Context: an optimization exercise on an open-source flow, tuned for small area. The choices shown serve that exercise and are no tape-out recipe. Where RTL was checked, it was by simulation tests only, not by an equivalence proof against the original. Only the layout flow was run in run 3; the RTL was not checked for function there. The flow treats the clock pin as an ideal source, which a real chip does not have. Power is estimated from default activity; no workload was simulated.

<file path="design/flow/flow/run.sh">
#!/bin/bash
# The standard layout (standard.sh: the standard synthesis and ORFS flow), with these
# changes to how the layout is built:
#  - global placement buffers every port with the smallest buffer, buf_1, instead of
#    the default choice; every input and output port still gets its own buffer;
#  - placement is not timing driven; the synthesis buffers are removed before it
#    (flow/pre_gpl.tcl), as timing-driven placement would do;
#  - clock tree synthesis builds the tree from clkbuf_8 and adds no dummy loads;
# make's full output goes to make_finish.log here; each ORFS step keeps its own log
# under orfs/logs.
set -euo pipefail
here=$(pwd)
bash standard.sh \
  "BUFFER_PORTS_ARGS=-buffer_cell sky130_fd_sc_hd__buf_1" \
  "GPL_TIMING_DRIVEN=0" \
  "PRE_GLOBAL_PLACE_TCL=$here/flow/pre_gpl.tcl" \
  "CTS_ARGS=-sink_clustering_enable -repair_clock_nets -dont_use_dummy_load -buf_list sky130_fd_sc_hd__clkbuf_8" \
  finish > make_finish.log 2>&1
</file>
<file path="design/flow/flow/pre_gpl.tcl">
# Before global placement: take out the buffers synthesis inserted (the standard flow
# does this only for timing-driven placement); ports are buffered right after this.
remove_buffers
</file>
<file path="design/flow/standard.sh">
#!/bin/bash
# synth_recipe.tcl (not shown) runs the flow's synth.tcl, then flattens the netlist and writes it again
# the make line also repeats each setting of config.mk as NAME=value (left out here)
make -C /OpenROAD-flow-scripts/flow DESIGN_CONFIG=/design/flow/config.mk WORK_HOME=/design/flow/orfs CLKGATE_MAP_FILE= SYNTH_SCRIPT=/design/flow/synth_recipe.tcl "${@:-finish}"
</file>
<file path="design/flow/config.mk">
export PLATFORM = sky130hd
export DESIGN_NAME = pxc_decoder
export DESIGN_NICKNAME = pxc_decoder
export VERILOG_FILES = /design/flow/design.v
export SDC_FILE = /design/flow/constraint.sdc
export NUM_CORES = 4
export LEC_CHECK = 0
export ABC_AREA = 1
export CAP_MARGIN = 20
export CORE_MARGIN = 2
export CORE_UTILIZATION = 60
export SLEW_MARGIN = 20
</file>
<file path="design/flow/constraint.sdc">
create_clock -name core_clock -period 10.0 [get_ports {clk}]
set_input_delay 2.0000 -clock core_clock [delete_from_list [all_inputs] [get_ports {clk}]]
set_output_delay 2.0000 -clock core_clock [all_outputs]
set_load 0.01 [all_outputs]
</file>
<file path="design/flow/design.v">
module pxc_decoder (
    input             clk,
    input             rst,
    input             start,
    input      [3:0]  op,
    input      [4:0]  fmt,
    input      [10:0] width,
    input      [10:0] height,
    input      [23:0] in_len,
    output            busy,
    output            done,
    output     [2:0]  sel_codec,
    output reg        sel_ov,
    output reg        sel_lr,
    output reg [1:0]  err,
    output reg [10:0] err_info,
    output reg        w_rsvd,
    output reg        w_dim,
    output reg        w_fmt,
    output reg        w_trunc,
    output reg        w_fallback,
    output reg [31:0] hdr,
    output            in_re,
    output     [21:0] in_addr,
    input      [31:0] in_rdata,
    output            pal_re,
    output     [7:0]  pal_raddr,
    input      [31:0] pal_rdata,
    output            pal_we,
    output     [7:0]  pal_waddr,
    output     [31:0] pal_wdata,
    output            out_we,
    output     [21:0] out_addr,
    output     [31:0] out_data
);
    localparam [4:0]
        S_IDLE   = 5'd0,
        S_FIN    = 5'd1,
        S_CHK    = 5'd2,     
        S_CHK2   = 5'd3,     
        S_HDR    = 5'd4,     
        S_MUL    = 5'd5,     
        S_RINIT  = 5'd7,
        S_RA2    = 5'd8,     
        S_RC2    = 5'd9,     
        S_RA3    = 5'd10,    
        S_RC3    = 5'd11,    
        S_RA4    = 5'd12,    
        S_RC4    = 5'd13,    
        S_POST   = 5'd14,
        S_PLINIT = 5'd15,
        S_PLCHK  = 5'd16,    
        S_PRD    = 5'd17,    
        S_PWR    = 5'd18,    
        S_DINIT  = 5'd19,
        S_DADD   = 5'd20,    
        S_PX     = 5'd21,    
        S_CLO    = 5'd22,    
        S_R1     = 5'd23,    
        S_CHI    = 5'd24,    
        S_R2     = 5'd25,    
        S_IX     = 5'd26,    
        S_WR     = 5'd27,    
        S_END    = 5'd28,
        S_HR     = 5'd29,    
        S_HL     = 5'd30;    
    reg [4:0]  state;
    reg [3:0]  op_r;
    reg [4:0]  fmt_r;
    reg [10:0] w_r, h_r;
    reg [23:0] len_r;
    reg [22:0] c;         
    reg [26:0] P;         
    reg        pres_r;    
    reg [2:0]  codec;
    wire is10    = (op_r == 4'd10);
    wire op_ill  = op_r[3] & (op_r[2] | (op_r[1] & op_r[0]));           
    wire indexed = ~codec[2] ? (codec[1] | codec[0]) : ~(codec[1] | codec[0]);
    wire pal     = op_r[3] & (op_r[1] | op_r[0]) & indexed;             
    wire h_zero  = (h_r == 11'd0);
    wire f_idx   = ~fmt_r[4] & ((fmt_r[3:0] == 4'd7) | (fmt_r[3] & ~fmt_r[2] & ~(fmt_r[1] & fmt_r[0])));
    wire [10:0] h_dec;
    wire [11:0] h_bw;
    assign h_bw[0] = 1'b1;
    genvar gi;
    generate for (gi = 0; gi < 11; gi = gi + 1) begin : g_hdec
        assign h_dec[gi]   = h_r[gi] ^ h_bw[gi];
        assign h_bw[gi+1]  = h_bw[gi] & ~h_r[gi];
    end endgenerate
    reg [4:0] bpp_m1;
    reg [7:0] k_m1;
    always @(*) begin
        case (codec)
            3'd1:    begin bpp_m1 = 5'd0;  k_m1 = 8'd1;   end
            3'd2:    begin bpp_m1 = 5'd1;  k_m1 = 8'd3;   end
            3'd3:    begin bpp_m1 = 5'd3;  k_m1 = 8'd15;  end
            3'd4:    begin bpp_m1 = 5'd7;  k_m1 = 8'd255; end
            3'd5:    begin bpp_m1 = 5'd15; k_m1 = 8'd0;   end
            3'd6:    begin bpp_m1 = 5'd23; k_m1 = 8'd0;   end
            default: begin bpp_m1 = 5'd31; k_m1 = 8'd0;   end
        endcase
    end
    reg k_use;
    always @(*) begin
        case (state)
            S_PLINIT: k_use = 1'b1;
            S_DINIT:  k_use = pal;
            default:  k_use = 1'b0;
        endcase
    end
    reg [8:0] kv_lo;
    always @(*) begin
        if (!k_use)     kv_lo = is10 ? 9'd0 : 9'h1FF;
        else if (is10)  kv_lo = {1'b0, k_m1} + 9'd1;
        else            kv_lo = {1'b0, k_m1};
    end
    wire [26:0] kload = {{13{~is10 & ~k_use}}, kv_lo, 5'b11111};
    reg [5:0] step;
    always @(*) begin
        case (state)
            S_PWR:   step = 6'd32;
            S_CLO:   step = 6'd8;
            S_CHI:   step = 6'd8;
            default: begin
                case (codec)
                    3'd1:    step = 6'd1;
                    3'd2:    step = 6'd2;
                    3'd3:    step = 6'd4;
                    3'd7:    step = 6'd32;
                    default: step = 6'd8;
                endcase
            end
        endcase
    end
    wire p_add_c = (state == S_RA2) || (state == S_RA3) || (state == S_RA4) || (state == S_DADD);
    wire p_load  = (state == S_CHK) || (state == S_RINIT) || (state == S_PLINIT) ||
                   (state == S_DINIT) || (state == S_END);
    wire p_step  = (state == S_PWR) || (state == S_CLO) || (state == S_CHI) || (state == S_WR);
    wire [26:0] p_a = p_load ? 27'd0 : P;
    wire [26:0] p_b = p_add_c ? {{4{c[22]}}, c} :
                      p_load  ? kload :
                      p_step  ? ~{21'd0, step} :
                                {~len_r, 3'b111};
    wire [13:0] p_cy;
    wire [26:0] p_sum;
    wire [13:0] p_e;                 
    assign p_cy[0] = ~p_load;
    assign p_e[3]  = 1'b1;
    generate for (gi = 0; gi < 13; gi = gi + 1) begin : g_plo
        assign p_cy[gi+1] = (p_a[gi] & p_b[gi]) | (p_a[gi] & p_cy[gi]) | (p_b[gi] & p_cy[gi]);
        assign p_sum[gi]  = ((p_a[gi] | p_b[gi] | p_cy[gi]) & ~p_cy[gi+1]) | (p_a[gi] & p_b[gi] & p_cy[gi]);
        if (gi >= 3) begin : g_e
            assign p_e[gi+1] = p_e[gi] & p_sum[gi];
        end
    end endgenerate
    wire [14:0] q0_cy, q1_cy;
    wire [13:0] q0_sum, q1_sum;
    wire [14:0] q0_e, q1_e;
    assign q0_cy[0] = 1'b0;
    assign q1_cy[0] = 1'b1;
    assign q0_e[0]  = 1'b1;
    assign q1_e[0]  = 1'b1;
    generate for (gi = 0; gi < 14; gi = gi + 1) begin : g_phi
        wire a = p_a[gi+13];
        wire b = p_b[gi+13];
        assign q0_cy[gi+1] = (a & b) | (a & q0_cy[gi]) | (b & q0_cy[gi]);
        assign q0_sum[gi]  = ((a | b | q0_cy[gi]) & ~q0_cy[gi+1]) | (a & b & q0_cy[gi]);
        assign q0_e[gi+1]  = q0_e[gi] & q0_sum[gi];
        assign q1_cy[gi+1] = (a & b) | (a & q1_cy[gi]) | (b & q1_cy[gi]);
        assign q1_sum[gi]  = ((a | b | q1_cy[gi]) & ~q1_cy[gi+1]) | (a & b & q1_cy[gi]);
        assign q1_e[gi+1]  = q1_e[gi] & q1_sum[gi];
    end endgenerate
    assign p_sum[26:13] = p_cy[13] ? q1_sum : q0_sum;
    wire p_cout = p_cy[13] ? q1_cy[14] : q0_cy[14];
    wire pres = ~p_cout;                                     
    wire eq   = p_e[13] & (p_cy[13] ? q1_e[14] : q0_e[14]);  
    wire        mul = (state == S_MUL);
    wire [10:0] c_b = w_r | {11{~mul}};
    wire [11:0] c_cy;
    wire [22:0] c_sum;
    assign c_cy[0] = 1'b0;
    generate for (gi = 0; gi < 11; gi = gi + 1) begin : g_cadd
        assign c_cy[gi+1] = (c[gi] & c_b[gi]) | (c[gi] & c_cy[gi]) | (c_b[gi] & c_cy[gi]);
        assign c_sum[gi]  = ((c[gi] | c_b[gi] | c_cy[gi]) & ~c_cy[gi+1]) | (c[gi] & c_b[gi] & c_cy[gi]);
    end endgenerate
    wire [12:0] c_t;
    assign c_t[0] = mul ? c_cy[11] : ~c_cy[11];
    generate for (gi = 0; gi < 12; gi = gi + 1) begin : g_cinc
        assign c_sum[gi+11] = c[gi+11] ^ c_t[gi];
        assign c_t[gi+1]    = c_t[gi] & (c[gi+11] ^ ~mul);
    end endgenerate
    reg [7:0] bs;
    always @(*) begin
        case (P[4:3])
            2'd0:    bs = in_rdata[7:0];
            2'd1:    bs = in_rdata[15:8];
            2'd2:    bs = in_rdata[23:16];
            default: bs = in_rdata[31:24];
        endcase
    end
    wire [7:0]  bsh = bs >> (~P[2:0]);
    reg  [7:0]  idx;
    always @(*) begin
        case (codec)
            3'd1:    idx = {7'd0, bsh[0]};
            3'd2:    idx = {6'd0, bsh[1:0]};
            3'd3:    idx = {4'd0, bsh[3:0]};
            default: idx = bsh;
        endcase
    end
    wire [15:0] H   = {fmt_r, w_r};
    wire [15:0] p16 = {H[15:8], bs};
    reg  [31:0] tc;
    always @(*) begin
        case (codec)
            3'd5:    tc = {8'hFF, p16[4:0], p16[4:2], p16[10:5], p16[10:9], p16[15:11], p16[15:13]};
            3'd6:    tc = {8'hFF, H[7:0], H[15:8], bs};
            default: tc = in_rdata;
        endcase
    end
    assign busy      = (state != S_IDLE) && (state != S_FIN);
    assign done      = (state == S_FIN);
    assign sel_codec = (err != 2'd0) ? 3'd0 : codec;
    always @(*) begin
        err_info = 11'd0;
        if (err[1]) err_info = {7'd0, op_r};
        else if (err[0]) begin
            case (codec)
                3'd0:    err_info = 11'd4;
                3'd1:    err_info = 11'd8;
                3'd2:    err_info = 11'd16;
                3'd3:    err_info = 11'd64;
                default: err_info = 11'd1024;
            endcase
        end
    end
    assign in_re     = (state == S_CHK2) || (state == S_PRD) || (state == S_PX) ||
                       (state == S_R1) || (state == S_R2) || (state == S_HR);
    assign in_addr   = P[26:5];
    assign pal_re    = (state == S_IX);
    assign pal_raddr = pres_r ? idx : 8'd0;
    assign pal_we    = (state == S_PWR);
    assign pal_waddr = h_r[7:0];
    assign pal_wdata = {in_rdata[31:24], in_rdata[7:0], in_rdata[15:8], in_rdata[23:16]};
    assign out_we    = (state == S_WR);
    assign out_addr  = c[21:0];
    assign out_data  = indexed ? pal_rdata : (pres_r ? tc : 32'd0);
    always @(posedge clk) begin
        if (p_add_c || p_load || p_step)
            P <= p_sum;
    end
    always @(posedge clk) begin
        if (rst) begin
            state      <= S_IDLE;
            codec      <= 3'd0;
            sel_ov     <= 1'b0;
            sel_lr     <= 1'b0;
            err        <= 2'd0;
            w_rsvd     <= 1'b0;
            w_dim      <= 1'b0;
            w_fmt      <= 1'b0;
            w_trunc    <= 1'b0;
            w_fallback <= 1'b0;
            hdr        <= 32'd0;
        end else begin
            case (state)
                S_IDLE, S_FIN: begin
                    if (start) begin
                        op_r       <= op;
                        fmt_r      <= fmt;
                        w_r        <= width;
                        h_r        <= height;
                        len_r      <= in_len;
                        c          <= 23'h7FFFFF;
                        codec      <= 3'd0;
                        sel_ov     <= 1'b0;
                        sel_lr     <= 1'b0;
                        err        <= 2'd0;
                        w_rsvd     <= 1'b0;
                        w_dim      <= 1'b0;
                        w_fmt      <= 1'b0;
                        w_trunc    <= 1'b0;
                        w_fallback <= 1'b0;
                        state      <= S_CHK;
                    end else begin
                        state      <= S_IDLE;
                    end
                end
                S_CHK: begin
                    if (op_ill) begin
                        err   <= 2'd2;
                        state <= S_FIN;
                    end else if (is10) begin
                        state <= S_CHK2;
                    end else begin
                        state <= S_MUL;
                    end
                end
                S_CHK2: begin
                    if (!pres) begin
                        err   <= 2'd1;
                        state <= S_FIN;
                    end else begin
                        state <= S_HDR;
                    end
                end
                S_HDR: begin
                    fmt_r  <= in_rdata[4:0];
                    w_r    <= in_rdata[20:10];
                    h_r    <= in_rdata[31:21];
                    w_rsvd <= (in_rdata[7:5] != 3'd0);
                    w_fmt  <= in_rdata[4] | (in_rdata[3] & (in_rdata[2] | (in_rdata[1] & in_rdata[0])));
                    state  <= S_MUL;
                end
                S_MUL: begin
                    if (h_zero) begin
                        state <= S_RINIT;
                    end else begin
                        c   <= c_sum;
                        h_r <= h_dec;
                    end
                end
                S_RINIT: begin
                    w_dim <= is10 & c[22];
                    if (op_r[3] | (op_r[2:0] == 3'd0)) begin
                        h_r   <= 11'd15;
                        state <= S_RA2;
                    end else begin
                        codec <= op_r[2:0];
                        state <= S_DINIT;
                    end
                end
                S_RA2: begin
                    if (h_zero) state <= S_RC2;
                    else        h_r   <= h_dec;
                end
                S_RA3: begin
                    if (h_zero) state <= S_RC3;
                    else        h_r   <= h_dec;
                end
                S_RA4: begin
                    if (h_zero) state <= S_RC4;
                    else        h_r   <= h_dec;
                end
                S_RC2: begin
                    if (eq) begin
                        codec  <= 3'd5;
                        sel_ov <= op_r[3] & (fmt_r != 5'd4);
                        state  <= S_POST;
                    end else begin
                        h_r    <= 11'd7;
                        state  <= S_RA3;
                    end
                end
                S_RC3: begin
                    if (!op_r[3]) begin
                        codec      <= eq ? 3'd6 : 3'd5;
                        w_fallback <= !eq;
                        state      <= S_POST;
                    end else begin
                        w_fallback <= eq;        
                        h_r        <= 11'd7;
                        state      <= S_RA4;
                    end
                end
                S_RC4: begin
                    state <= S_POST;
                    if (eq) begin
                        codec      <= 3'd7;
                        sel_ov     <= (fmt_r != 5'd5);
                        w_fallback <= 1'b0;
                    end else if (f_idx) begin
                        codec      <= fmt_r[2:0] + 3'd2;
                        w_fallback <= 1'b0;
                    end else if (fmt_r == 5'd4) begin
                        codec      <= w_fallback ? 3'd6 : 3'd5;
                        w_fallback <= !w_fallback;
                    end else if (fmt_r == 5'd5) begin
                        codec      <= 3'd7;
                        w_fallback <= 1'b0;
                    end else begin
                        codec      <= 3'd5;
                        sel_lr     <= 1'b1;
                        w_fallback <= 1'b1;
                    end
                end
                S_POST: begin
                    if (op_r == 4'd8)   state <= S_FIN;
                    else if (pal)       state <= S_PLINIT;
                    else                state <= S_DINIT;
                end
                S_PLINIT: begin
                    h_r   <= {3'd0, k_m1};
                    state <= S_PLCHK;
                end
                S_PLCHK: begin
                    if (!pres) begin
                        err   <= 2'd1;
                        state <= S_FIN;
                    end else begin
                        state <= S_PRD;
                    end
                end
                S_PRD: state <= S_PWR;
                S_PWR: begin
                    if (h_zero) state <= S_DINIT;
                    else begin
                        h_r   <= h_dec;
                        state <= S_PRD;
                    end
                end
                S_DINIT: begin
                    h_r   <= {6'd0, bpp_m1};
                    state <= S_DADD;
                end
                S_DADD: begin
                    if (h_zero) state <= S_PX;
                    else        h_r   <= h_dec;
                end
                S_PX: begin
                    pres_r <= pres;
                    if (c[22]) begin
                        state <= S_END;
                    end else begin
                        if (!pres) w_trunc <= 1'b1;
                        if (indexed)                state <= S_IX;
                        else if (codec == 3'd6)     state <= S_CLO;
                        else if (codec == 3'd5)     state <= S_CHI;
                        else                        state <= S_WR;
                    end
                end
                S_CLO: begin
                    w_r[7:0] <= bs;
                    state    <= S_R1;
                end
                S_R1:  state <= S_CHI;
                S_CHI: begin
                    fmt_r    <= bs[7:3];
                    w_r[10:8] <= bs[2:0];
                    state    <= S_R2;
                end
                S_R2:  state <= S_WR;
                S_IX:  state <= S_WR;
                S_WR: begin
                    c     <= c_sum;
                    state <= S_PX;
                end
                S_END: state <= is10 ? S_HR : S_FIN;
                S_HR:  state <= S_HL;
                S_HL: begin
                    hdr   <= in_rdata;
                    state <= S_FIN;
                end
                default: state <= S_IDLE;
            endcase
        end
    end
endmodule
</file>
==> results.toml, run 1 <==
[global_routing]
grt_pass1_vias = 10640
grt_max_degree = 38
grt_overflow = 0
grt_pass1_wl_um = 57480
antenna_found_initial = 1
grt_use_total_pct = 38.12

[clock_network]
clkSinkCount = 155
clkTransAtPathRegs_ns = 0.08
cts_buffers = 17
cts_max_level = 4
clockBufferDepth = 2
clockRootBuffer = "clkbuf_8"
cts_hold_buf = 0
cts_tree = "done"
insertion_delay_ns = 0.47

[logic_synthesis]
synthXorXnorAreaFrac_pct = 1.239
synth_seq_cells = 155
syn_area_per_cell_um2 = 7.900
synth_fa_ha_area_share_pct = 10.15
synth_top_family_by_area = "simple AND/OR/NAND/NOR gates"
yosys-mux-area-fraction_pct = 0.1770
synthArstFlopShare_pct = 0
synth-simple-area-share_pct = 21.57
synthCells = 1432
synth_area_um2 = 11310
yosysWarnings = 1
synth_compound_area_share_pct = 15.57
synth_cell_type_count = 52
synthFlopType = "edfxtp_1"
synth-seq-area-share_pct = 36.81
synth_edf_count = 106

[timing]
skew_ns = 0.03472
max_slew_margin_pct = 27.87
drv_slew = 0
fin_crit_ns = 9.613
fin_crit_sh_pct = 96.13
fmax_ghz = 0.1040
final-hold-violation-count = 0
worstMarginPinSlew_ns = 1.081
setup_viol = 0

[run]
maxCapViolCount = 0

[finish]
final_common_cell = "buf_1"
design_area_um2 = 12400
finish.net_count = 1814
finalCoreUtilization_pct = 66.73
area_growth_pct = 9.588
layout-drive-gt1-share_pct = 5.839
most-common-layout-cells = "302 x buf_1, 292 x nand2_1, 180 x inv_1, 141 x nor2_1, 120 x o21ai_0"

[worst_setup_path]
cp-end-kind = "register"
cp.required_ns = 10.22
critPathTopFamily = "adder cells"
worstPathBufferInverterCount = 7
crit_top_cell = "fa_1"
critPathLaunchType = "register"
arrival_ns = 9.84
crit_fanout = 11
r2r_slack_ns = 0.39
critical_path_class = "reg2reg"
slowest_stage = "fa_1"
cpPeakStageDelay_ns = 0.54

[drt]
met2WireLength_um = 18710
m1WireLength_um = 14070
viasPerCell = 5.965
dr.max_layer_used = "met5"
drtIter0Drc = 1029
dr_wl_met3_um = 3798
firstDrtPassIters = 9
postRouteAntennaNets = 0
wl_um = 38800
drc = 0
routedWlPerCell_um = 20.84
vias = 11110

[placement]
port_buffers = 302
dpl.hpwl_um = 29830
post_dp_cell_area_um2 = 11960
place_congestion = 0.9626

[power]
power_uw = 1739
p_leak_uw = 0.005110
switching_share_pct = 36.37
p_comb_share_pct = 33.1
p_switching_uw = 632.5
power.share.clock_pct = 21.3
seq_power_share_pct = 45.7
internal_power_uw = 1107
ir_worst_vdd_v = 0.00006991
powerDensity_nw_per_um2 = 140.3

[die]
start_util_pct = 60.89
design.die.area_um2 = 19970
io_pins = 307
core_area_um2 = 18580
die_w_um = 141.3
rows = 50
fp.dieH_um = 141.3

[worst_hold_path]
hp-class = "reg2reg"

[outcome]
status = "timing/DRC/antenna clean"
[layout make-up]
| class | count | area [um2] |
|---|---|---|
| antenna | 1 | 2.502 |
| sequential | 155 | 4180 |
| inverter | 198 | 752.0 |
| clock buffer | 17 | 234.0 |
| multi-input combinational | 941 | 5634 |
| fill | 1682 | 6182 |
| tap | 234 | 292.8 |
| timing repair buffer | 316 | 1303 |
[per-layer routing]
metal / up-vias / global-route usage [%]
li1: 5085 / -
met1: 5192 / 45.95
met2: 687 / 64.13
met3: 140 / 8.302
met5: - / 0
met4: 2 / 20.58
[cell usage after synthesis (all sizes together), types with 2 or more instances]
| master | number | area [um2] |
|---|---|---|
| a2111oi | 2 | 17.52 |
| a211oi | 6 | 45.04 |
| a21oi | 58 | 290.3 |
| a221oi | 10 | 93.84 |
| a22o | 9 | 78.83 |
| a22oi | 2 | 15.01 |
| a31oi | 6 | 37.54 |
| a32o | 6 | 60.06 |
| buf | 106 | 760.7 |
| clkbuf | 35 | 131.4 |
| clkinv | 7 | 26.28 |
| dfxtp | 49 | 980.9 |
| edfxtp | 106 | 3183 |
| fa | 48 | 960.9 |
| ha | 15 | 187.7 |
| inv | 191 | 716.9 |
| mux2i | 2 | 20.02 |
| nand2 | 301 | 1137 |
| nand3 | 51 | 277.8 |
| nand3b | 2 | 15.01 |
| nand4 | 21 | 146.4 |
| nor2 | 159 | 644.4 |
| nor3 | 22 | 125.1 |
| nor4 | 11 | 68.82 |
| o2111ai | 9 | 78.83 |
| o211ai | 19 | 142.6 |
| o21ai | 128 | 659.4 |
| o221ai | 18 | 157.7 |
| o22ai | 6 | 37.54 |
| o31ai | 3 | 22.52 |
| or2 | 3 | 18.77 |
| xnor2 | 3 | 26.28 |
| xor2 | 13 | 113.9 |
[timing repair]
action,CTS,global route
setup buffers,4,6
pin swaps,2,4
setup endpoints to repair,21,19
resized for setup,12,23
[through the flow]
step	worst slack [ns]	hold WS (ns)	cells	TNS, ns
global route	-0.04659	0.5335	1861	-0.3464
floorplan	0.4482	0.4828	1435	0
detailed placement	-1.138	0.4835	1834	-15.47
finish	0.3874	0.4914	1862	0
CTS	0.01577	0.4943	1855	0
global placement	-1.464	0.4707	1830	-23.08
[power groups by stage]
stage | Clock [uW] | Sequential (uW) | Combinational, uW
after CTS | 370 | 793 | 563
after floorplan | 0 | 792 | 422
after global placement | 0 | 807 | 540
after detailed placement | 0 | 807 | 554
after global routing | 390 | 799 | 642
final | 370 | 794 | 575
[worst reg2reg max path: cells and delay by family, from the launching register on]
kind,cells,cell delay [ns]
and+or+nand+nor,8,1.10
adders and majority gates,15,6.30
DFF,1,0.44
buffers and inverters,7,0.74
AOI/OAI and AO/OA,5,0.80
[registers in the layout, indices dropped and copies added (netlist names)]
name and count:
w_rsvd 1, w_r 11, op_r 4, sel_lr 1, pres_r 1, w_fallback 1, sel_ov 1, w_trunc 1
c 23, P 27, h_r 11, state 5, w_dim 1, fmt_r 5, codec 3, w_fmt 1
len_r 24, err 2, hdr 32
[worst paths after layout]
path,start,to,cells after the start
worst max-delay path,codec[2],h_r[0],35
worst min-delay path,sel_ov,sel_ov,2
worst max register to register,codec[2],h_r[0],35
worst min register to register,sel_ov,sel_ov,2
[cells by family (layout without fill, tap and decap cells)]
group,Yosys count,after routing
xor+xnor,16,16
flops,155,155
mux,2,2
simple gates,571,571
compound gates,285,285
buf+inv,339,531
fa+ha+maj,63,63
other cells,1,5
==> inputs of run 2 (changes only) <==
--- a/design/flow/config.mk
+++ b/design/flow/config.mk
@@ -6,7 +6,7 @@
 export NUM_CORES = 4
 export LEC_CHECK = 0
 export ABC_AREA = 1
-export CAP_MARGIN = 20
+export CAP_MARGIN = 5
 export CORE_MARGIN = 2
-export CORE_UTILIZATION = 60
-export SLEW_MARGIN = 20
+export CORE_UTILIZATION = 40
+export SLEW_MARGIN = 5
==> results.toml, run 2 <==
[logic_synthesis]
synth_most_common_cell = "nand2_1"
synth_cell_type_count = 52
synth_top_area_share_pct = 28.14
yosysWarnings = 1
synth_commonest_cells = "298 x nand2_1, 183 x inv_1, 150 x nor2_1"
yosys-mux-area-fraction_pct = 0.1770
synth_seq_cells = 155
synth-simple-area-share_pct = 21.57
synth_area_um2 = 11310
synth_compound_area_share_pct = 15.57
synthArstFlopShare_pct = 0
syn_area_per_cell_um2 = 7.900
synthCells = 1432
synth_top_family_by_area = "simple AND/OR/NAND/NOR gates"
synth-seq-area-share_pct = 36.81
synthFlopType = "edfxtp_1"
synth_fa_ha_area_share_pct = 10.15
synth_top_area_cell = "edfxtp_1"
synth_edf_count = 106
synthXorXnorAreaFrac_pct = 1.239
ys_top_cells_by_area = "edfxtp_1 28%, nand2_1 9.9%, dfxtp_1 8.7%, fa_1 8.5%, buf_4 6.2%"

[timing]
rsz0062_at_grt = "no"
worstMarginPinSlew_ns = 1.302
final-hold-violation-count = 0
fin_crit_sh_pct = 94.36
fin_ws_ns = 0.5640
max_slew_margin_pct = 13.09
setup_viol = 0
drv_slew = 0
skew_ns = 0.05286
fin_crit_ns = 9.436
fmax_ghz = 0.1060

[worst_setup_path]
cp.required_ns = 10.23
arrival_ns = 9.67
critPathLaunchType = "register"
critical_path_class = "reg2reg"
crit_top_cell = "fa_1"
worstPathBufferInverterCount = 8
slowest_stage = "fa_1"
cpPeakStageDelay_ns = 0.55
crit_fanout = 10
critPathTopFamily = "adder cells"
cp-end-kind = "register"

[placement]
port_buffers = 302
place_congestion = 0.9612
dpl.hpwl_um = 32010
pre_cts_slack_ns = -1.683
dp.cells = 1979
post_dp_cell_area_um2 = 12150

[global_routing]
antenna_found_initial = 1
grt_max_degree = 48
grt_pass1_vias = 10130
grt_overflow = 0
grt_pass1_wl_um = 61440
grt_use_total_pct = 28.07

[clock_network]
insertion_delay_ns = 0.48
clkSinkCount = 155
clkTransAtPathRegs_ns = 0.09
clockRootBuffer = "clkbuf_8"
cts_max_level = 4
clockBufferDepth = 2
cts_tree = "done"
cts_buffers = 17

[finish]
nFillCells = 2895
final-seq-area_um2 = 4183
multi_input_area_um2 = 5678
finish.net_count = 1816
largest_registers = "hdr: 32 flops, P: 27 flops, len_r: 24 flops"
design_area_um2 = 12650
area_growth_pct = 11.82
finalCoreUtilization_pct = 45.54
largest_reg_flops = 32
layout-drive-gt1-share_pct = 6.446
fin_cells = 2008
most-common-layout-cells = "302 x buf_1, 291 x nand2_1, 179 x inv_1, 139 x nor2_1, 120 x o21ai_0"
top_register = "hdr"
final_common_cell = "buf_1"

[drt]
routedWlPerCell_um = 20.94
viasPerCell = 5.449
drc = 0
wl_um = 42050
postRouteAntennaNets = 0
vias = 10940
firstDrtPassIters = 6
drtIter0Drc = 934

[power]
powerDensity_nw_per_um2 = 138.8
power_uw = 1756
p_leak_uw = 0.005155
ir_worst_vdd_v = 0.00007149

[die]
io_pins = 307
design.die.area_um2 = 29640
fp.dieH_um = 172.2
rows = 61
core_area_um2 = 27780
start_util_pct = 40.72
die_w_um = 172.2

[outcome]
status = "timing/DRC/antenna clean"

[run]
maxCapViolCount = 0

[worst_hold_path]
hp-class = "reg2reg"
==> run 2: cell counts after synthesis <==
Identical to the previous run, type by type.
==> run 2: final cells by class <==
| cell class | instances | share of cell area [%] |
|---|---|---|
| multi-input cells | 941 | 44.88 |
| flip-flops and latches | 155 | 33.06 |
| repair buffers | 318 | 10.47 |
| inverters | 198 | 5.974 |
| well taps | 378 | 3.739 |
| clock buffers | 17 | 1.849 |
| diodes | 1 | 0.01978 |
==> run 2: timing repair <==
| item | 4_1_cts | 5_1_grt |
|---|---|---|
| pin swaps | 2 | 6 |
| setup endpoints to repair | 22 | 19 |
| buffers inserted | 5 | 6 |
| resized for setup | 15 | 37 |
| hold buffers | 0 | 0 |
==> run 2: metal layers <==
layer | GRT usage, % | wire length (um)
met1 | 37.68 | 17770
met5 | 0 | 0
met2 | 47.91 | 20550
met3 | 3.914 | 2934
met4 | 6.942 | 793
==> run 2: tightest hold or removal path, delay by kind of cell (launching register included) <==
| kind | cells | cell delay [ns] |
|---|---|---|
| AND/OR/NAND/NOR | 1 | 0.06 |
| AO/OA/AOI/OAI | 1 | 0.06 |
| flip-flops | 1 | 0.32 |
==> run 2: logic make-up after synthesis <==
logic type | Yosys count
compound gates | 285
flops | 155
fa+ha+maj | 63
buf+inv | 339
simple gates | 571
xor+xnor | 16
mux | 2
other cells | 1
==> run 2: where the power goes <==
group          total [uW]  internal [uW]  switching (uW)
clock network         374            150             223
registers             797            760            36.0
logic                 586            201             385
==> run 2: worst paths after layout <==
path | from | to | slack, ns | cells past startpoint
worst max-delay path | codec[0] | h_r[10] | 0.56 | 37
worst max register to register | codec[0] | h_r[10] | 0.56 | 37
worst min register to register | w_fmt | w_fmt | 0.49 | 2
worst min-delay path | w_fmt | w_fmt | 0.49 | 2
==> run 2: per-stage QoR <==
| stage | TNS [ns] | hold slack, ns |
|---|---|---|
| 5_1_grt | 0 | 0.5090 |
| 2_1_floorplan | 0 | 0.4828 |
| 6_report | 0 | 0.4875 |
| 3_3_place_gp | -24.38 | 0.4775 |
| 4_1_cts | 0 | 0.4883 |
| 3_5_place_dp | -26.55 | 0.4773 |
==> inputs of run 3 (changes only) <==
--- a/design/flow/design.v
+++ b/design/flow/design.v
@@ -191,7 +191,7 @@
     end endgenerate
     reg [7:0] bs;
     always @(*) begin
-        case (P[4:3])
+        case (P[4:3] & {2{codec != 3'd7}})    
             2'd0:    bs = in_rdata[7:0];
             2'd1:    bs = in_rdata[15:8];
             2'd2:    bs = in_rdata[23:16];
@@ -215,7 +215,7 @@
         case (codec)
             3'd5:    tc = {8'hFF, p16[4:0], p16[4:2], p16[10:5], p16[10:9], p16[15:11], p16[15:13]};
             3'd6:    tc = {8'hFF, H[7:0], H[15:8], bs};
-            default: tc = in_rdata;
+            default: tc = {in_rdata[31:8], bs};
         endcase
     end
     assign busy      = (state != S_IDLE) && (state != S_FIN);
--- a/design/flow/config.mk
+++ b/design/flow/config.mk
@@ -6,7 +6,7 @@
 export NUM_CORES = 4
 export LEC_CHECK = 0
 export ABC_AREA = 1
-export CAP_MARGIN = 5
+export CAP_MARGIN = 20
 export CORE_MARGIN = 2
-export CORE_UTILIZATION = 40
-export SLEW_MARGIN = 5
+export CORE_UTILIZATION = 60
+export SLEW_MARGIN = 20
==> results.toml, run 3 <==
[worst_setup_path]
rr_startpoint = "state[3]"
arrival_ns = 9.97
r2r_slack_ns = 0.39
critPathTopFamily = "adder cells"
crit_top_cell = "fa_1"
cp-end-kind = "register"
timing.rr.end = "codec[2]"
cpPeakStageDelay_ns = 0.58
worstPathBufferInverterCount = 4
slowest_stage = "fa_1"
critPathLaunchType = "register"
crit_fanout = 8
reg2reg_depth = 37
critical_path_class = "reg2reg"
cp.required_ns = 10.36

[finish]
top_register = "hdr"
final-seq-area_um2 = 4169
multi_input_area_um2 = 5858
largest_reg_flops = 32
area_growth_pct = 8.343
largest_registers = "hdr: 32 flops, P: 27 flops, len_r: 24 flops"
final_common_cell = "nand2_1"
layout-drive-gt1-share_pct = 5.719
finish.net_count = 1883
most-common-layout-cells = "335 x nand2_1, 302 x buf_1, 179 x inv_1, 146 x nor2_1, 109 x o21ai_0"
fin_cells = 1930
nFillCells = 1697
antenna_cells = 0

[logic_synthesis]
synthArstFlopShare_pct = 0
ys_top_cells_by_area = "edfxtp_1 28%, nand2_1 11%, dfxtp_1 8.5%, fa_1 8.3%, buf_4 5.9%"
synth-seq-area-share_pct = 36.06
synth_commonest_cells = "335 x nand2_1, 180 x inv_1, 152 x nor2_1"
synthCells = 1504
synth_most_common_cell = "nand2_1"
synth_edf_count = 106
synth_top_area_cell = "edfxtp_1"
yosysWarnings = 1
synth_seq_cells = 155
synth_area_um2 = 11550
syn_area_per_cell_um2 = 7.678
synthFlopType = "edfxtp_1"
synth_cell_type_count = 48
synth_top_area_share_pct = 27.57

[outcome]
status = "timing/DRC/antenna clean"

[timing]
drv_slew = 0
fmax_ghz = 0.1040
fin_crit_ns = 9.612
max_slew_margin_pct = 31.84
skew_ns = 0.04823
final-hold-violation-count = 0
setup_viol = 0
fin_crit_sh_pct = 96.12
worstMarginPinSlew_ns = 1.020
rsz0062_at_grt = "no"

[clock_network]
clockRootBuffer = "clkbuf_8"
cts_tree = "done"
cts_max_level = 4
clkSinkCount = 155
insertion_delay_ns = 0.48
clkTransAtPathRegs_ns = 0.08
clockBufferDepth = 2
cts_buffers = 17

[die]
design.die.area_um2 = 20370
core_area_um2 = 18770
io_pins = 307
rows = 50
start_util_pct = 61.53
fp.dieH_um = 142.7
die_w_um = 142.7

[worst_hold_path]
min-delay-start = "w_rsvd"
whs_path_depth = 2
hp-class = "reg2reg"
hold-path-endpoint = "w_rsvd"

[global_routing]
grt_max_degree = 55
grt_pass1_wl_um = 57130
antenna_found_initial = 0
grt_use_total_pct = 37.06
grt_pass1_vias = 10360
grt_overflow = 0

[power]
p_switching_uw = 598.9
p_leak_uw = 0.005424
p_comb_share_pct = 32.4
ir_worst_vdd_v = 0.00009318
power_uw = 1702
seq_power_share_pct = 46.1
powerDensity_nw_per_um2 = 136.1
power.share.clock_pct = 21.6
switching_share_pct = 35.18
internal_power_uw = 1103

[drt]
postRouteAntennaNets = 0
wl_um = 38740
drc = 0
routedWlPerCell_um = 20.07
drtIter0Drc = 1663
vias = 11470
firstDrtPassIters = 6
viasPerCell = 5.945

[run]
maxCapViolCount = 0

[placement]
place_congestion = 1.015
dpl.hpwl_um = 29700
port_buffers = 302
dp.cells = 1907
[run 3: per-layer routing]
metal	up-vias	GRT usage, %	part of all wire [%]
met5	-	0	0
met1	5294	54.03	40
met3	109	5.902	12
li1	5266	-	-
met4	0	13.60	3.5
met2	804	56.10	45
[run 3: repair_timing]
item,CTS,global route
endpoints found under the setup margin,21,21
hold buffers,0,0
pin swaps,0,3
cloned,0,1
setup buffers,0,5
resized for setup,6,10
[run 3: cell type report]
type / count / share of cell area [%]
clock buffer: 17 / 1.870
sequential: 155 / 33.32
timing repair buffer: 309 / 9.701
tap: 234 / 2.340
inverter: 197 / 5.941
multi-input combinational: 1018 / 46.82
[run 3: kinds of logic (layout without fill, tap and decap cells)]
group,count (synthesis),count (layout),synth area share (%)
other,1,4,0.03248
flip-flops,155,155,36.06
AND/OR/NAND/NOR,667,668,25.05
XOR/XNOR,6,6,0.4551
multiplexers,12,12,1.159
adder cells (fa/ha/maj),63,63,9.947
buffers and inverters,335,523,14.04
AO/OA/AOI/OAI,265,265,13.25
[run 3: power groups by stage]
| stage | combinational, uW | sequential (uW) | clock [uW] |
|---|---|---|---|
| after floorplan | 404 | 785 | 0 |
| after global placement | 516 | 798 | 0 |
| after detailed placement | 536 | 797 | 0 |
| after CTS | 540 | 783 | 364 |
| after global routing | 607 | 788 | 388 |
| final | 551 | 784 | 367 |
[run 3: worst register-to-register path, delay by kind of cell, from the launching register on]
| family | cells | cell delay, ns |
|---|---|---|
| adders and majority gates | 14 | 6.08 |
| and+or+nand+nor | 18 | 2.50 |
| buffers and inverters | 4 | 0.33 |
| DFF | 1 | 0.47 |
| AOI/OAI and AO/OA | 1 | 0.12 |
[run 3: worst max-delay path by stage]
| stage | slack, ns | cells past startpoint | startpoint | end |
|---|---|---|---|---|
| 6_report | 0.39 | 37 | state[3] | codec[2] |
| 5_1_grt | 0.02 | 37 | state[3] | codec[2] |
| 4_1_cts | 0.02 | 37 | codec[2] | codec[0] |
| 3_5_place_dp | -0.98 | 34 | codec[2] | h_r[6] |
| 3_3_place_gp | -0.71 | 34 | codec[2] | h_r[5] |
| 2_1_floorplan | 0.71 | 36 | codec[2] | h_r[0] |
[run 3: through the flow]
| step | TNS (ns) | setup slack (ns) | util (%) | hold slack (ns) | cell area (um2) |
|---|---|---|---|---|---|
| after global routing | 0 | 0.01528 | 66.66 | 0.4902 | 12510 |
| after floorplan | 0 | 0.7063 | - | 0.4695 | 11560 |
| after detailed placement | -14.54 | -0.9818 | 64.79 | 0.4626 | 12160 |
| after CTS | 0 | 0.01634 | 66.19 | 0.4742 | 12420 |
| after global placement | -9.403 | -0.7132 | 64.50 | 0.4509 | 12110 |
| final | 0 | 0.3883 | 66.66 | 0.4724 | 12510 |
==> inputs of run 4 (changes only) <==
--- a/design/flow/design.v
+++ b/design/flow/design.v
@@ -191,7 +191,7 @@
     end endgenerate
     reg [7:0] bs;
     always @(*) begin
-        case (P[4:3] & {2{codec != 3'd7}})    
+        case (P[4:3])
             2'd0:    bs = in_rdata[7:0];
             2'd1:    bs = in_rdata[15:8];
             2'd2:    bs = in_rdata[23:16];
@@ -215,7 +215,7 @@
         case (codec)
             3'd5:    tc = {8'hFF, p16[4:0], p16[4:2], p16[10:5], p16[10:9], p16[15:11], p16[15:13]};
             3'd6:    tc = {8'hFF, H[7:0], H[15:8], bs};
-            default: tc = {in_rdata[31:8], bs};
+            default: tc = in_rdata;
         endcase
     end
     assign busy      = (state != S_IDLE) && (state != S_FIN);
--- a/design/flow/flow/run.sh
+++ b/design/flow/flow/run.sh
@@ -5,6 +5,8 @@
 #    the default choice; every input and output port still gets its own buffer;
 #  - placement is not timing driven; the synthesis buffers are removed before it
 #    (flow/pre_gpl.tcl), as timing-driven placement would do;
+#  - after clock tree synthesis, gates on paths with slack are downsized
+#    (flow/post_cts.tcl);
 #  - clock tree synthesis builds the tree from clkbuf_8 and adds no dummy loads;
 # make's full output goes to make_finish.log here; each ORFS step keeps its own log
 # under orfs/logs.
@@ -14,5 +16,6 @@
   "BUFFER_PORTS_ARGS=-buffer_cell sky130_fd_sc_hd__buf_1" \
   "GPL_TIMING_DRIVEN=0" \
   "PRE_GLOBAL_PLACE_TCL=$here/flow/pre_gpl.tcl" \
+  "POST_CTS_TCL=$here/flow/post_cts.tcl" \
   "CTS_ARGS=-sink_clustering_enable -repair_clock_nets -dont_use_dummy_load -buf_list sky130_fd_sc_hd__clkbuf_8" \
   finish > make_finish.log 2>&1
==> design/flow/flow/post_cts.tcl (new file) <==
# After clock tree synthesis: downsize gates on paths with setup slack (ORFS's power
# recovery), then fix any slew/capacitance it caused and legalize the placement.
# Global routing repairs design rules and timing again afterwards, as usual.
estimate_parasitics -placement
repair_timing -recover_power 100 -match_cell_footprint -verbose
repair_design -slew_margin 20 -cap_margin 20 -match_cell_footprint
detailed_placement
check_placement -verbose
==> results.toml, run 4 <==
[outcome]
status = "timing/DRC/antenna clean"

[power]
ir_worst_vdd_v = 0.00006994
p_leak_uw = 0.005093
powerDensity_nw_per_um2 = 140.8

[worst_setup_path]
cpPeakStageDelay_ns = 0.54
worstPathBufferInverterCount = 7
crit_fanout = 11
critPathLaunchType = "register"
cp-end-kind = "register"
arrival_ns = 9.87
critPathTopFamily = "adder cells"
cp.required_ns = 10.23
critical_path_class = "reg2reg"
crit_top_cell = "fa_1"
slowest_stage = "fa_1"

[timing]
worstMarginPinSlew_ns = 1.108
fin_crit_ns = 9.641
setup_viol = 0
final-hold-violation-count = 0
fmax_ghz = 0.1037
holdWs_ns = 0.4887
max_slew_margin_pct = 25.83
drv_slew = 0
fin_crit_sh_pct = 96.41
skew_ns = 0.03593

[die]
start_util_pct = 60.89
fp.dieH_um = 141.3
die_w_um = 141.3
io_pins = 307
design.die.area_um2 = 19970
rows = 50
core_area_um2 = 18580

[logic_synthesis]
yosys-mux-area-fraction_pct = 0.1770
synth_seq_cells = 155
synth_top_family_by_area = "simple AND/OR/NAND/NOR gates"
synth_edf_count = 106
synth_commonest_cells = "298 x nand2_1, 183 x inv_1, 150 x nor2_1"
synth_fa_ha_area_share_pct = 10.15
ys_top_cells_by_area = "edfxtp_1 28%, nand2_1 9.9%, dfxtp_1 8.7%, fa_1 8.5%, buf_4 6.2%"
synthArstFlopShare_pct = 0
synthFlopType = "edfxtp_1"
synth-seq-area-share_pct = 36.81
synth-simple-area-share_pct = 21.57
synth_area_um2 = 11310
synth_top_area_cell = "edfxtp_1"
syn_area_per_cell_um2 = 7.900
synth_most_common_cell = "nand2_1"
synth_cell_type_count = 52
synth_top_area_share_pct = 28.14
synthXorXnorAreaFrac_pct = 1.239
synthCells = 1432
synth_compound_area_share_pct = 15.57
yosysWarnings = 1

[placement]
dp.cells = 1834
dpl.hpwl_um = 29830
place_congestion = 0.9626
port_buffers = 302

[finish]
most-common-layout-cells = "302 x buf_1, 291 x nand2_1, 182 x inv_1, 147 x nor2_1, 122 x o21ai_0"
largest_reg_flops = 32
largest_registers = "hdr: 32 flops, P: 27 flops, len_r: 24 flops"
area_growth_pct = 9.113
finish.net_count = 1815
final_common_cell = "buf_1"
layout-drive-gt1-share_pct = 5.160
fin_cells = 1863
top_register = "hdr"

[drt]
routedWlPerCell_um = 20.86
wl_um = 38860
firstDrtPassIters = 7
vias = 11110
postRouteAntennaNets = 0
viasPerCell = 5.961
drtIter0Drc = 998
drc = 0

[global_routing]
grt_pass1_wl_um = 57500
grt_use_total_pct = 38.14
antenna_found_initial = 1
grt_overflow = 0
grt_max_degree = 38
grt_pass1_vias = 10630

[worst_hold_path]
hp-class = "reg2reg"

[clock_network]
clkSinkCount = 155
clkTransAtPathRegs_ns = 0.08
cts_tree = "done"
insertion_delay_ns = 0.48

[run]
maxCapViolCount = 0
[run 4: worst paths after layout]
check                 from      to  slack (ns)  depth (start not counted)
setup reg to reg  codec[2]  h_r[0]        0.36                         35
hold reg to reg     sel_ov  sel_ov        0.49                          2
setup / recovery  codec[2]  h_r[0]        0.36                         35
hold / removal      sel_ov  sel_ov        0.49                          2
[run 4: tightest hold or removal path, stage by stage (launching register included)]
cell and delay [ns]:
dfxtp_1 0.32, o21ai_0 0.07, a21oi_1 0.06
[run 4: routing by layer]
layer	part of all wire, %	vias to the layer above	global-route usage [%]
li1	-	5075	-
met1	37	5216	46.09
met2	48	682	64.26
met3	9.6	130	8.269
met4	5.4	2	20.16
met5	0.023	-	0
[run 4: logic make-up after synthesis]
kind of cell	count (synthesis)
multiplexers	2
AND/OR/NAND/NOR	571
AO/OA/AOI/OAI	285
XOR/XNOR	16
flip-flops	155
other	1
adder cells (fa/ha/maj)	63
buffers and inverters	339
[run 4: stage by stage]
stage	area [um2]	TNS (ns)	worst slack, ns	total power, uW	util (%)
after floorplan	11320	0	0.4482	1214	-
after global placement	11860	-23.08	-1.464	1347	63.82
after detailed placement	11960	-15.47	-1.138	1362	64.38
after global routing	12340	-0.8969	-0.08922	1828	66.42
final	12340	0	0.3591	1738	66.44
[run 4: layout make-up]
| class | instances | area, um2 |
|---|---|---|
| fillers | 1693 | 6236 |
| multi-input cells | 941 | 5582 |
| flip-flops and latches | 155 | 4179 |
| repair buffers | 317 | 1303 |
| inverters | 198 | 752.0 |
| well taps | 234 | 292.8 |
| clock buffers | 17 | 234.0 |
| diodes | 1 | 2.502 |
[run 4: power breakdown]
| part | switching, uW | internal (uW) | leakage, uW |
|---|---|---|---|
| clock network | 221 | 150 | 0.000122 |
| logic | 379 | 194 | 0.00366 |
| registers | 32.8 | 761 | 0.00131 |
| total | 632 | 1110 | 0.00509 |
==> inputs of run 5 (changes only) <==
--- a/design/flow/design.v
+++ b/design/flow/design.v
@@ -40,6 +40,7 @@
         S_CHK2   = 5'd3,     
         S_HDR    = 5'd4,     
         S_MUL    = 5'd5,     
+        S_DEC1   = 5'd6,     
         S_RINIT  = 5'd7,
         S_RA2    = 5'd8,     
         S_RC2    = 5'd9,     
@@ -271,7 +272,7 @@
                         w_r        <= width;
                         h_r        <= height;
                         len_r      <= in_len;
-                        c          <= 23'h7FFFFF;
+                        c          <= 23'd0;
                         codec      <= 3'd0;
                         sel_ov     <= 1'b0;
                         sel_lr     <= 1'b0;
@@ -314,12 +315,16 @@
                 end
                 S_MUL: begin
                     if (h_zero) begin
-                        state <= S_RINIT;
+                        state <= S_DEC1;
                     end else begin
                         c   <= c_sum;
                         h_r <= h_dec;
                     end
                 end
+                S_DEC1: begin
+                    c     <= c_sum;
+                    state <= S_RINIT;
+                end
                 S_RINIT: begin
                     w_dim <= is10 & c[22];
                     if (op_r[3] | (op_r[2:0] == 3'd0)) begin
==> design/flow/flow/run.sh (replaced) <==
#!/bin/bash
# The standard layout (standard.sh: the standard synthesis and ORFS flow), with these
# changes to how the layout is built:
#  - global placement buffers every port with the smallest buffer, buf_1, instead of
#    the default choice; every input and output port still gets its own buffer;
#  - placement is not timing driven; the synthesis buffers are removed before it
#    (flow/pre_gpl.tcl), as timing-driven placement would do;
#  - clock tree synthesis builds the tree from clkbuf_8 in clusters of up to 24 sinks and adds no dummy loads;
# make's full output goes to make_finish.log here; each ORFS step keeps its own log
# under orfs/logs.
set -euo pipefail
here=$(pwd)
bash standard.sh \
  "BUFFER_PORTS_ARGS=-buffer_cell sky130_fd_sc_hd__buf_1" \
  "GPL_TIMING_DRIVEN=0" \
  "PRE_GLOBAL_PLACE_TCL=$here/flow/pre_gpl.tcl" \
  "CTS_ARGS=-sink_clustering_enable -repair_clock_nets -dont_use_dummy_load -buf_list sky130_fd_sc_hd__clkbuf_8 -sink_clustering_size 24 -sink_clustering_max_diameter 100" \
  finish > make_finish.log 2>&1
--- a/design/flow/config.mk
+++ b/design/flow/config.mk
@@ -8,5 +8,5 @@
 export ABC_AREA = 1
 export CAP_MARGIN = 20
 export CORE_MARGIN = 2
-export CORE_UTILIZATION = 60
+export CORE_UTILIZATION = 40
 export SLEW_MARGIN = 20
removed: design/flow/flow/post_cts.tcl
==> results.toml, run 5 <==
[power]
switching_share_pct = 44.64
p_comb_share_pct = 49.0
powerDensity_nw_per_um2 = 205.7
internal_power_uw = 1452
p_switching_uw = 1171
ir_worst_vdd_v = 0.00008980
power.share.clock_pct = 14.3
seq_power_share_pct = 36.7
p_leak_uw = 0.005390

[worst_setup_path]
slowest_stage = "fa_1"
cpPeakStageDelay_ns = 0.58
worstPathBufferInverterCount = 4
cp-end-kind = "register"
crit_fanout = 11
critPathLaunchType = "register"
critPathTopFamily = "adder cells"
critical_path_class = "reg2reg"
cp.required_ns = 10.23
arrival_ns = 9.78
crit_cells = 33
crit_top_cell = "fa_1"
reg2reg_depth = 33

[clock_network]
clockBufferDepth = 2
cts_buffers = 17
cts_tree = "done"
clkSinkCount = 155
clkTransAtPathRegs_ns = 0.10
cts_max_level = 4
cts_hold_buf = 0
clockRootBuffer = "clkbuf_8"
insertion_delay_ns = 0.49

[global_routing]
grt_max_degree = 43
grt_pass1_vias = 10370
grt_overflow = 0
antenna_found_initial = 0
grt_pass1_wl_um = 62650
grt_use_total_pct = 27.47

[die]
design.die.area_um2 = 30200
io_pins = 307
die_w_um = 173.8
rows = 62
core_area_um2 = 28550
start_util_pct = 40.39
fp.dieH_um = 173.8

[finish]
design_area_um2 = 12750
fin_cells = 2108
area_growth_pct = 10.56
antenna_cells = 0
final_common_cell = "nand2_1"
finish.net_count = 1911
most-common-layout-cells = "362 x nand2_1, 302 x buf_1, 170 x nor2_1, 163 x inv_1, 133 x o21ai_0"
finalCoreUtilization_pct = 44.66
layout-drive-gt1-share_pct = 5.510
largest_registers = "hdr: 32 flops, P: 27 flops, len_r: 24 flops"
largest_reg_flops = 32
top_register = "hdr"

[placement]
dpl.hpwl_um = 32970
pre_cts_slack_ns = -1.193
dp.cells = 2084
port_buffers = 302
place_congestion = 0.9567
post_dp_cell_area_um2 = 12350

[logic_synthesis]
synth_most_common_cell = "nand2_1"
synthFlopType = "edfxtp_1"
synth_cell_type_count = 48
synth_edf_count = 106
synth_seq_cells = 155
synthCells = 1532
synth_commonest_cells = "367 x nand2_1, 175 x nor2_1, 166 x inv_1"
yosysWarnings = 1
synth_top_area_cell = "edfxtp_1"
synth-seq-area-share_pct = 36.11
synth_area_um2 = 11530
ys_top_cells_by_area = "edfxtp_1 28%, nand2_1 12%, dfxtp_1 8.5%, fa_1 8.3%, buf_4 5.9%"
synthArstFlopShare_pct = 0
syn_area_per_cell_um2 = 7.527
synth_top_area_share_pct = 27.60

[drt]
drtIter0Drc = 1433
vias = 11500
viasPerCell = 5.456
wl_um = 42740
drc = 0
routedWlPerCell_um = 20.28
firstDrtPassIters = 5
postRouteAntennaNets = 0

[worst_hold_path]
whs_path_depth = 2
hp-class = "reg2reg"

[timing]
rsz0062_at_grt = "no"
final-hold-violation-count = 0
fin_crit_sh_pct = 95.51
worstMarginPinSlew_ns = 1.115
fin_crit_ns = 9.551
fmax_ghz = 0.1047
max_slew_margin_pct = 24.87
fin_ws_ns = 0.4485
setup_viol = 0
drv_slew = 0
skew_ns = 0.03431

[outcome]
status = "timing/DRC/antenna clean"

[run]
maxCapViolCount = 0
==> run 5: cell count changes after synthesis, moves of 10 or more <==
| cell | delta |
|---|---|
| nand2_1 | +69 |
| nand3_1 | +34 |
| nor2_1 | +25 |
| inv_1 | -17 |
| o21ai_0 | +14 |
| a21oi_1 | +11 |
| xor2_1 | -10 |
==> run 5: final cells by class <==
| cell class | instances | area (um2) |
|---|---|---|
| fill | 3048 | 15800 |
| tap | 384 | 480.5 |
| sequential | 155 | 4173 |
| clock buffer | 17 | 234.0 |
| multi-input combinational | 1060 | 5932 |
| timing repair buffer | 311 | 1249 |
| inverter | 181 | 680.7 |
==> run 5: kinds of logic after synthesis <==
kind of cell	after synthesis	synth area share, %
AO/OA/AOI/OAI	295	14.79
adder cells (fa/ha/maj)	63	9.961
other	1	0.03252
XOR/XNOR	3	0.2279
multiplexers	1	0.08681
flip-flops	155	36.11
AND/OR/NAND/NOR	693	25.11
buffers and inverters	321	13.68
==> run 5: timing repair <==
item / CTS / global route
setup buffers: 3 / 3
pin swaps: 1 / 3
endpoints found under the setup margin: 24 / 20
gates resized for setup: 10 / 15
gates cloned: 0 / 1
==> run 5: path summary, 6_finish.rpt <==
path | start | end | slack [ns]
worst min register to register | sel_lr | sel_lr | 0.46
worst max register to register | codec[2] | h_r[3] | 0.45
worst min-delay path | sel_lr | sel_lr | 0.46
worst max-delay path | codec[2] | h_r[3] | 0.45
==> run 5: power groups by stage <==
stage               Clock [uW]  Sequential [uW]  Combinational (uW)
floorplan                    0              937                 952
global placement             0              974                1220
detailed placement           0              975                1250
CTS                        379              962                1270
global route               400              976                1430
finish                     376              963                1280
==> run 5: metrics by stage <==
step / hold slack (ns) / TNS, ns / total power [uW]
final: 0.4605 / 0 / 2623
after global routing: 0.4890 / 0 / 2811
after CTS: 0.4647 / 0 / 2608
after detailed placement: 0.4503 / -21.40 / 2227
after global placement: 0.4422 / -29.49 / 2196
after floorplan: 0.4703 / 0 / 1889
==> run 5: layer usage <==
layer / global-route usage [%] / vias up / routed length [um]
li1: - / 5364 / -
met1: 40.54 / 5484 / 19530
met2: 42.16 / 598 / 19070
met3: 4.167 / 55 / 3366
met4: 6.933 / 0 / 772
met5: 0 / - / 0
==> run 5: worst min-delay path, cell delays in order (launching register included) <==
cell and delay, ns:
dfxtp_1 0.32, inv_1 0.05, a21oi_1 0.05

static timing again, ports no longer ideal:
How much do the figures lean on ideal ports? The routed layouts below were timed once more, with nothing changed but the port constraints. Step 1 (the two cells are an assumption about what drives the block):
set clk [get_ports {clk}]
set_driving_cell -lib_cell sky130_fd_sc_hd__clkbuf_16 $clk
set_driving_cell -lib_cell sky130_fd_sc_hd__buf_2 [delete_from_list [all_inputs] $clk]
Step 2 adds t to the input delays and takes it off the output delays; t is the mean of the earliest and latest rising clock arrival at the registers after step 1. Input paths then give back, and output paths get back, about the clock's delay inside the block. a / b / c = ideal / step 1 / step 2; a / b = the first two.
run	t (ns)	setup slack, ns	latest minus earliest clock arrival (ns)	worst data-port slew with drivers (ns)	pins driven straight from the clock port
run 1	0.502	0.387 / 0.387 / 0.387	0.035 / 0.035	0.09	1
run 2	0.499	0.564 / 0.564 / 0.564	0.053 / 0.053	0.08	1
run 3	0.499	0.388 / 0.388 / 0.388	0.048 / 0.048	0.06	1
run 4	0.509	0.359 / 0.359 / 0.359	0.036 / 0.036	0.09	1
run 5	0.512	0.449 / 0.449 / 0.449	0.035 / 0.035	0.06	1
After both steps every run listed still meets setup and hold.
